Background: an optimization exercise with open tools, aiming at small area, a short achievable clock period and few clock cycles. Do not read the settings as production practice. The RTL of this run was laid out without a check of its function. Power figures rest on the tool's default switching activity, not on a simulated workload.

## flow/config.mk

```make
export PLATFORM = sky130hd
export DESIGN_NAME = asdk_txf
export DESIGN_NICKNAME = asdk_txf
export VERILOG_FILES = /design/flow/design.v
export SDC_FILE = /design/flow/constraint.sdc
export NUM_CORES = 4
export LEC_CHECK = 0
export CAP_MARGIN = 20
export CORE_MARGIN = 2
export CORE_UTILIZATION = 40
export SLEW_MARGIN = 20
```

## flow/constraint.sdc

```tcl
create_clock -name core_clock -period 10.0 [get_ports {clk}]
set_input_delay 2.0000 -clock core_clock [delete_from_list [all_inputs] [get_ports {clk}]]
set_output_delay 2.0000 -clock core_clock [all_outputs]
set_load 0.01 [all_outputs]
```

## flow/design.v

```verilog
module asdk_txf (
    input  wire        clk,
    input  wire        rst,           
    input  wire        cmd_valid,
    output wire        cmd_ready,
    input  wire [15:0] cmd,
    input  wire [7:0]  txq_free,
    output reg         tx_valid,
    output reg  [7:0]  tx_data,
    output reg         cmd_status,    
    output reg  [1:0]  tx_status,     
    output reg  [7:0]  tx_len,        
    output reg  [15:0] seq,
    output reg  [7:0]  tx_flen,       
    output reg  [31:0] tx_good,
    output reg  [31:0] tx_nobuf,
    output reg  [31:0] tx_oversize
);
    localparam [7:0] OP_NOP   = 8'h00;
    localparam [7:0] OP_BEGIN = 8'h40;
    localparam [7:0] OP_PUSH  = 8'h41;
    localparam [7:0] OP_SEND  = 8'h42;
    localparam [1:0] M_START = 2'd0,    
                     M_NZ    = 2'd1,    
                     M_NZ1   = 2'd2,    
                     M_Z     = 2'd3;    
    localparam [1:0] E_BUF  = 2'd0,
                     E_TAIL = 2'd1,
                     E_DLM  = 2'd2;
    wire [7:0] op  = cmd[15:8];
    wire [7:0] imm = cmd[7:0];
    reg [7:0]  mem [0:128];    
    reg [1:0]  mode;
    reg [7:0]  cnt;            
    reg [7:0]  cs;             
    reg [7:0]  wptr;           
    reg [15:0] crc_p;          
    reg        pend_v;         
    reg [7:0]  pend_a;
    reg [7:0]  pend_d;
    reg        send_pend;      
    reg [7:0]  free_q;
    reg        em_act;
    reg [1:0]  em_ph;
    reg [7:0]  rptr;
    reg [7:0]  em_last;        
    reg [7:0]  em_end;         
    reg        em_open;
    reg [7:0]  em_cs;
    reg [7:0]  em_code;
    reg [2:0]  tptr;
    reg [2:0]  em_tlast;
    reg [47:0] em_t;
    function [15:0] crc_step(input [15:0] c_in, input [7:0] b);
        reg [15:0] c;
        integer t;
        begin
            c = c_in ^ {b, 8'h00};
            for (t = 0; t < 8; t = t + 1)
                c = c[15] ? ((c << 1) ^ 16'h1021) : (c << 1);
            crc_step = c;
        end
    endfunction
    function [7:0] zcode(input [3:0] z);
        begin
            if (z >= 4'd3)      zcode = 8'hD0 + {4'd0, z};
            else if (z == 4'd2) zcode = 8'hE0;
            else                zcode = 8'h01;
        end
    endfunction
    function [58:0] tail_eval(input [1:0] m_in, input [7:0] c_in, input [31:0] tb);
        reg [1:0]  m;
        reg [7:0]  c;
        reg [3:0]  w;
        reg [3:0]  s;
        reg        sinit;
        reg [71:0] t;
        reg [7:0]  pc;
        reg [7:0]  b;
        reg [7:0]  code;
        integer q;
        begin
            m = m_in; c = c_in; w = 4'd0; s = 4'd0; sinit = 1'b1; t = 72'd0; pc = 8'd0;
            for (q = 0; q < 5; q = q + 1) begin
                b = (q < 4) ? tb[q*8 +: 8] : 8'h00;
                case (m)
                    M_START: begin
                        if (b != 8'h00) begin
                            t[(w+4'd1)*8 +: 8] = b;
                            s = w; sinit = 1'b0; w = w + 4'd2; c = 8'd1; m = M_NZ;
                        end else begin
                            c = 8'd1; m = M_Z;
                        end
                    end
                    M_NZ: begin
                        if (b != 8'h00) begin
                            t[w*8 +: 8] = b; w = w + 4'd1; c = c + 8'd1;
                        end else
                            m = M_NZ1;
                    end
                    M_NZ1: begin
                        code = ((b == 8'h00) && (c <= 8'd31)) ? (8'hE0 + c) : (c + 8'd1);
                        if (sinit) pc = code; else t[s*8 +: 8] = code;
                        if (b == 8'h00) begin
                            if (c <= 8'd31) m = M_START;
                            else begin m = M_Z; c = 8'd1; end
                        end else begin
                            t[(w+4'd1)*8 +: 8] = b;
                            s = w; sinit = 1'b0; w = w + 4'd2; c = 8'd1; m = M_NZ;
                        end
                    end
                    default: begin  
                        if (b == 8'h00) begin
                            if (c == 8'd14) begin
                                t[w*8 +: 8] = 8'hDF; w = w + 4'd1; m = M_START;
                            end else
                                c = c + 8'd1;
                        end else begin
                            t[w*8 +: 8] = zcode(c[3:0]);
                            t[(w+4'd2)*8 +: 8] = b;
                            s = w + 4'd1; sinit = 1'b0; w = w + 4'd3; c = 8'd1; m = M_NZ;
                        end
                    end
                endcase
            end
            if (m == M_NZ1) begin
                code = c + 8'd1;
                if (sinit) pc = code; else t[s*8 +: 8] = code;
            end else if (m == M_Z) begin
                t[w*8 +: 8] = zcode(c[3:0]); w = w + 4'd1;
            end
            tail_eval = {t[47:0], w[2:0], pc};
        end
    endfunction
    reg [1:0] wreach;
    always @(*) begin
        case (mode)
            M_START: wreach = 2'd1;
            M_NZ:    wreach = 2'd0;
            M_NZ1:   wreach = 2'd1;
            default: wreach = 2'd2;
        endcase
    end
    wire [8:0] wmax   = {1'b0, wptr} + {7'd0, wreach};
    wire hazard = em_act && (em_ph == E_BUF) && (wptr < em_end) && (wmax > {1'b0, rptr});
    assign cmd_ready = !send_pend && !hazard;
    wire take = cmd_valid && cmd_ready;
    wire push_ok = take && (op == OP_PUSH) && !tx_len[7];
    wire [15:0] crc_f = crc_step(crc_step(crc_p, seq[7:0]), seq[15:8]);
    wire [58:0] tail  = tail_eval(mode, cnt, {crc_f, seq});
    wire [2:0]  tcnt  = tail[10:8];
    wire [7:0]  flen  = wptr + {5'd0, tcnt} + 8'd1;
    wire resolve = send_pend && (!em_act || (em_ph == E_DLM));
    wire fits    = !(free_q < flen);
    wire       bz = (imm == 8'h00);
    reg        lit_we;
    reg [7:0]  lit_a;
    reg        code_we;     
    reg        code_pq;     
    reg [7:0]  code_a;
    reg [7:0]  code_d;
    reg [1:0]  mode_n;
    reg [7:0]  cnt_n;
    reg [7:0]  cs_n;
    reg [7:0]  wptr_n;
    always @(*) begin
        lit_we = 1'b0; lit_a = wptr;
        code_we = 1'b0; code_pq = 1'b0; code_a = cs; code_d = cnt + 8'd1;
        mode_n = mode; cnt_n = cnt; cs_n = cs; wptr_n = wptr;
        case (mode)
            M_START: begin
                if (!bz) begin
                    lit_we = 1'b1; lit_a = wptr + 8'd1;
                    cs_n = wptr; wptr_n = wptr + 8'd2; cnt_n = 8'd1; mode_n = M_NZ;
                end else begin
                    cnt_n = 8'd1; mode_n = M_Z;
                end
            end
            M_NZ: begin
                if (!bz) begin
                    lit_we = 1'b1; lit_a = wptr;
                    wptr_n = wptr + 8'd1; cnt_n = cnt + 8'd1;
                end else
                    mode_n = M_NZ1;
            end
            M_NZ1: begin
                code_a = cs;
                if (bz) begin
                    code_we = 1'b1;
                    if (cnt <= 8'd31) begin
                        code_d = 8'hE0 + cnt; mode_n = M_START;
                    end else begin
                        code_d = cnt + 8'd1; mode_n = M_Z; cnt_n = 8'd1;
                    end
                end else begin
                    code_pq = 1'b1; code_d = cnt + 8'd1;
                    lit_we = 1'b1; lit_a = wptr + 8'd1;
                    cs_n = wptr; wptr_n = wptr + 8'd2; cnt_n = 8'd1; mode_n = M_NZ;
                end
            end
            default: begin  
                code_a = wptr;
                if (bz) begin
                    if (cnt == 8'd14) begin
                        code_we = 1'b1; code_d = 8'hDF;
                        wptr_n = wptr + 8'd1; mode_n = M_START;
                    end else
                        cnt_n = cnt + 8'd1;
                end else begin
                    code_pq = 1'b1; code_d = zcode(cnt[3:0]);
                    lit_we = 1'b1; lit_a = wptr + 8'd2;
                    cs_n = wptr + 8'd1; wptr_n = wptr + 8'd3; cnt_n = 8'd1; mode_n = M_NZ;
                end
            end
        endcase
    end
    wire do_lit  = push_ok && lit_we;
    wire do_code = push_ok && code_we;
    wire       we = do_lit || do_code || pend_v;
    wire [7:0] wa = do_lit ? lit_a : (do_code ? code_a : pend_a);
    wire [7:0] wd = do_lit ? imm   : (do_code ? code_d : pend_d);
    always @(posedge clk) begin
        if (we)
            mem[wa] <= wd;
    end
    always @(posedge clk) begin
        if (rst) begin
            tx_valid    <= 1'b0;
            tx_data     <= 8'h00;
            cmd_status  <= 1'b0;
            tx_status   <= 2'd0;
            tx_len      <= 8'd0;
            seq         <= 16'd0;
            tx_flen     <= 8'd0;
            tx_good     <= 32'd0;
            tx_nobuf    <= 32'd0;
            tx_oversize <= 32'd0;
            mode        <= M_START;
            cnt         <= 8'd0;
            cs          <= 8'd0;
            wptr        <= 8'd0;
            crc_p       <= 16'hFFFF;
            pend_v      <= 1'b0;
            pend_a      <= 8'd0;
            pend_d      <= 8'd0;
            send_pend   <= 1'b0;
            free_q      <= 8'd0;
            em_act      <= 1'b0;
            em_ph       <= E_BUF;
            rptr        <= 8'd0;
            em_last     <= 8'd0;
            em_end      <= 8'd0;
            em_open     <= 1'b0;
            em_cs       <= 8'd0;
            em_code     <= 8'd0;
            tptr        <= 3'd0;
            em_tlast    <= 3'd0;
            em_t        <= 48'd0;
        end else begin
            if (push_ok && code_pq) begin
                pend_v <= 1'b1;
                pend_a <= code_a;
                pend_d <= code_d;
            end else if (!do_lit && !do_code)
                pend_v <= 1'b0;
            if (take) begin
                cmd_status <= 1'b0;
                case (op)
                    OP_NOP: ;
                    OP_BEGIN: begin
                        tx_len <= 8'd0;
                        mode   <= M_START;
                        cnt    <= 8'd0;
                        wptr   <= 8'd0;
                        crc_p  <= 16'hFFFF;
                    end
                    OP_PUSH: begin
                        if (!tx_len[7]) begin
                            tx_len <= tx_len + 8'd1;
                            mode   <= mode_n;
                            cnt    <= cnt_n;
                            cs     <= cs_n;
                            wptr   <= wptr_n;
                            crc_p  <= crc_step(crc_p, imm);
                        end else if (tx_len == 8'd128)
                            tx_len <= 8'd129;
                    end
                    OP_SEND: begin
                        if (tx_len > 8'd128) begin
                            tx_oversize <= tx_oversize + 32'd1;
                            tx_status   <= 2'd1;
                        end else begin
                            send_pend <= 1'b1;
                            free_q    <= txq_free;
                        end
                    end
                    default: cmd_status <= 1'b1;
                endcase
            end
            tx_valid <= 1'b0;
            if (em_act) begin
                tx_valid <= 1'b1;
                case (em_ph)
                    E_BUF: begin
                        tx_data <= (em_open && (rptr == em_cs)) ? em_code : mem[rptr];
                        rptr    <= rptr + 8'd1;
                        if (rptr == em_last) em_ph <= E_TAIL;
                    end
                    E_TAIL: begin
                        tx_data <= em_t[tptr*8 +: 8];
                        tptr    <= tptr + 3'd1;
                        if (tptr == em_tlast) em_ph <= E_DLM;
                    end
                    default: begin
                        tx_data <= 8'h00;
                        em_act  <= 1'b0;
                    end
                endcase
            end
            if (resolve) begin
                send_pend <= 1'b0;
                seq       <= seq + 16'd1;
                tx_flen   <= flen;
                if (!fits) begin
                    tx_nobuf  <= tx_nobuf + 32'd1;
                    tx_status <= 2'd2;
                end else begin
                    tx_good   <= tx_good + 32'd1;
                    tx_status <= 2'd0;
                    em_act    <= 1'b1;
                    em_ph     <= (wptr == 8'd0) ? E_TAIL : E_BUF;
                    rptr      <= 8'd0;
                    em_last   <= wptr - 8'd1;
                    em_end    <= wptr;
                    em_open   <= (mode == M_NZ) || (mode == M_NZ1);
                    em_cs     <= cs;
                    em_code   <= tail[7:0];
                    tptr      <= 3'd0;
                    em_tlast  <= tcnt - 3'd1;
                    em_t      <= tail[58:11];
                end
            end
        end
    end
endmodule
```

## flow/run.sh

```bash
#!/bin/bash
# synth_recipe.tcl (not shown) runs the flow's synth.tcl, then flattens the netlist and writes it again
# the make line also repeats each setting of config.mk as NAME=value (left out here)
make -C /OpenROAD-flow-scripts/flow DESIGN_CONFIG=/design/flow/config.mk WORK_HOME=/design/flow/orfs CLKGATE_MAP_FILE= SYNTH_SCRIPT=/design/flow/synth_recipe.tcl finish
```

==> run_results.csv <==
group,metric,value,unit
timing,period_minus_slack,9.66,ns
synthesis,postSynthAreaPerCell,11.1,um^2
synthesis,ys_seq_area_share,49.7,%
timing,timing.final.crit_share,96.6,%
floorplan,die_x,436,um
critical_path,end_kind,"flop",
synthesis,async_flop_share,0,%
finish,area_growth,17.1,%
clock_network,clock_path_buffers,3,
floorplan,num_rows,158,
floorplan,pin_count,168,
finish,nets,7342,
clock_network,cts_sinks,1338,
timing,drv_slew,0,
power_and_ir_drop,p_per_area,127,nW/um^2
floorplan,initial_core_util,40.3,%
timing,setup_viol,0,
critical_path,critPathMaxStageDelay,0.45,ns
routing,drtIter0Drc,7856,
power_and_ir_drop,total_power,11.1,mW
grt,antenna_found_initial,4,
routing,wirelength,302000,um
placed_design,gp_congestion,1.05,
placed_design,numPortBuffers,167,
critical_path,cp_data_arrival_time,10.34,ns
timing,hold_viol,0,
grt,grt_max_degree,140,
synthesis,mappedNetlistNets,6906,
finish,post-route-util,47.2,%
synthesis,synth_flop_cell,"edfxtp_1",
flow_run,max_cap_violations,0,
outcome,outcome,"complete, no violations",
critical_path,critPathBufInv,11,
placed_design,pre_cts_slack,-0.0208,ns
timing,max_slew_margin,14.7,%
timing,setup_slack,0.335,ns
floorplan,core-area,185000,um^2
worst_hold_path,hold_class,"reg -> reg",
synthesis,synth-edff-count,1032,
routing,drc,0,
clock_network,cts_max_level,4,
synthesis,netlist_area,74700,um^2
clock_network,postCtsHoldBufs,0,
power_and_ir_drop,vdd_drop_max,0.198,mV
floorplan,dieArea,190000,um^2
timing,timing.hold.ws,0.455,ns
clock_network,clk_pin_slew,0.06,ns
routing,drtAntennaViolNets,0,
power_and_ir_drop,p_leak,26.4,nW
grt,track_usage,30.9,%
timing,max_slew.worst_pin.slew,1.26,ns
placed_design,hpwl,218000,um
critical_path,start_kind,"flop",
finish,finalInstanceArea,87400,um^2
clock_network,cts_buffers,138,
placed_design,post_dp_cell_area,82400,um^2
grt,grt_pass1_wl,432000,um
synthesis,ys_ff_latch,1338,
synthesis,syn_inst,6745,
synthesis,yosysWarnings,1,
critical_path,critPathTopFamily,"simple AND/OR/NAND/NOR gates",
routing,num_vias,62000,
floorplan,die_y,436,um
finish,nFillCells,17000,
synthesis,synth.distinct_cells,126,
critical_path,crit_top_cell,"buf_4",
grt,grt_pass1_vias,59500,
routing,vias_per_cell,6.34,
timing,clock_skew,0.0306,ns
finish,drive_gt1_share,18.9,%
critical_path,cp_data_required_time,10.67,ns
critical_path,criticalPathCategory,"reg -> reg",
timing,fmaxAchievable,103,MHz
routing,firstDrtPassIters,8,
critical_path,slowest_stage,"or3b_4",
critical_path,worstPathMaxFanout,44,
clock_network,clk_latency,0.78,ns
clock_network,clockRootBuffer,"clkbuf_16",
grt,grt_overflow,0,
clock_network,cts_tree,"built",
routing,avgRoutedWirePerCell,30.9,um
synth_stat cells (all sizes together) (148+ instances only):
| cell | instances | area (um^2) |
|---|---|---|
| dfxtp | 306 | 6130 |
| xor2 | 148 | 1300 |
| mux4 | 344 | 7750 |
| nand2 | 578 | 2170 |
| nor2 | 756 | 2860 |
| inv | 149 | 559 |
| a21oi | 431 | 2190 |
| xnor2 | 159 | 1420 |
| clkbuf | 357 | 1340 |
| o21ai | 413 | 2130 |
| edfxtp | 1032 | 31000 |
| nand3 | 181 | 948 |
worst paths after layout:
check              end  cells past startpoint      start  slack, ns
min          pend_d[5]                      2  pend_d[5]       0.46
max reg2reg    em_t[1]                     53     seq[1]       0.34
max            em_t[1]                     53     seq[1]       0.34
min reg2reg  pend_d[5]                      2  pend_d[5]       0.46
worst min-delay path: stages (launching register included):
cell and delay, ns:
dfxtp_1 0.31, nand2_1 0.05, a21oi_1 0.05
cells by family after synthesis:
kind of cell	count (synthesis)	share of synthesized area, %
other	1	0.00502
muxes	441	11.7
and+or+nand+nor	2121	13.3
buffers and inverters	606	3.16
DFF	1338	49.7
xor gates and xnor gates	312	3.79
AOI/OAI and AO/OA	1792	16.0
adders and majority gates	134	2.27
cell usage in the layout (no fill, tap or decap), types with 60 or more instances in the layout:
cell and n:
nand2_1 571, dfxtp_1 302, inv_1 125, nor2_1 744, buf_4 562, a211oi_1 133
a21oi_1 416, a221oi_1 74, mux4_2 344, xnor2_1 146, edfxtp_1 1032, o22ai_1 108
a31oi_1 100, ha_1 121, clkbuf_16 140, clkdlybuf4s50_1 166, nand3_1 177, xor2_1 147
o21ai_0 367, mux2i_1 79, nor3_1 127, nand2b_1 60, nand4_1 83
report_power, final:
group	internal [mW]	leakage, nW	total (mW)	switching [mW]
clock network	2.91	2.17	5.10	2.19
registers	5.90	9.89	5.90	0.000787
logic	0.0391	14.4	0.122	0.0833
area by class of cell:
class | count | area [um^2] | area share, %
flip-flops and latches | 1338 | 37100 | 42.5
multi-input cells | 4801 | 35900 | 41.0
repair buffers | 750 | 6270 | 7.17
clock buffers | 173 | 3660 | 4.18
well taps | 2480 | 3100 | 3.55
clock inverters | 77 | 822 | 0.940
inverters | 152 | 583 | 0.667
diodes | 5 | 12.5 | 0.0143
flip-flops by register name, indices dropped and copies added (netlist names), 16 cells and up:
name,cells
em_t,48
mem,1032
tx_nobuf,32
seq,16
tx_good,32
tx_oversize,32
crc_p,16
what timing repair did:
action | CTS | global route
endpoints found under the setup margin | 7 | 136
pin swaps | 0 | 33
resized for setup | 2 | 53
buffers inserted | 0 | 27
metrics by stage:
stage	TNS [ns]	instances
floorplan	-0.0120	6745
global placement	0	9487
detailed placement	-0.0218	9490
CTS	0	9740
global route	-0.140	9773
finish	0	9776
routing by layer:
layer | track usage, % | vias to the layer above | share of wire [%] | wire, um
met2 | 49.3 | 3224 | 46 | 139000
met3 | 5.22 | 783 | 8.0 | 24200
met1 | 39.7 | 31000 | 39 | 118000
li1 | - | 27000 | - | -
met4 | 17.7 | 2 | 6.9 | 20900
met5 | 0 | - | 0.0023 | 7

==> static timing again, ports no longer ideal <==
How much do the figures lean on ideal ports? The routed layout below was timed once more, with nothing changed but the port constraints. Step 1, drivers: a clkbuf_16 drives clk and a buf_2 each remaining input, both assumed. Step 2 also shifts input and output timing later by t, the mid clock arrival at the registers, as if the neighbouring blocks saw the same clock. a / b / c = ideal / step 1 / step 2; a / b = the first two.
t (ns): 0.845
slack for setup (ns): 0.335 / 0.335 / 0.335
worst data-port slew with drivers (ns): 0.08
After both steps setup and hold are still met in this run. The setup slack of this run moves by 0.000 ns with the drivers and by 0.000 ns with both steps.
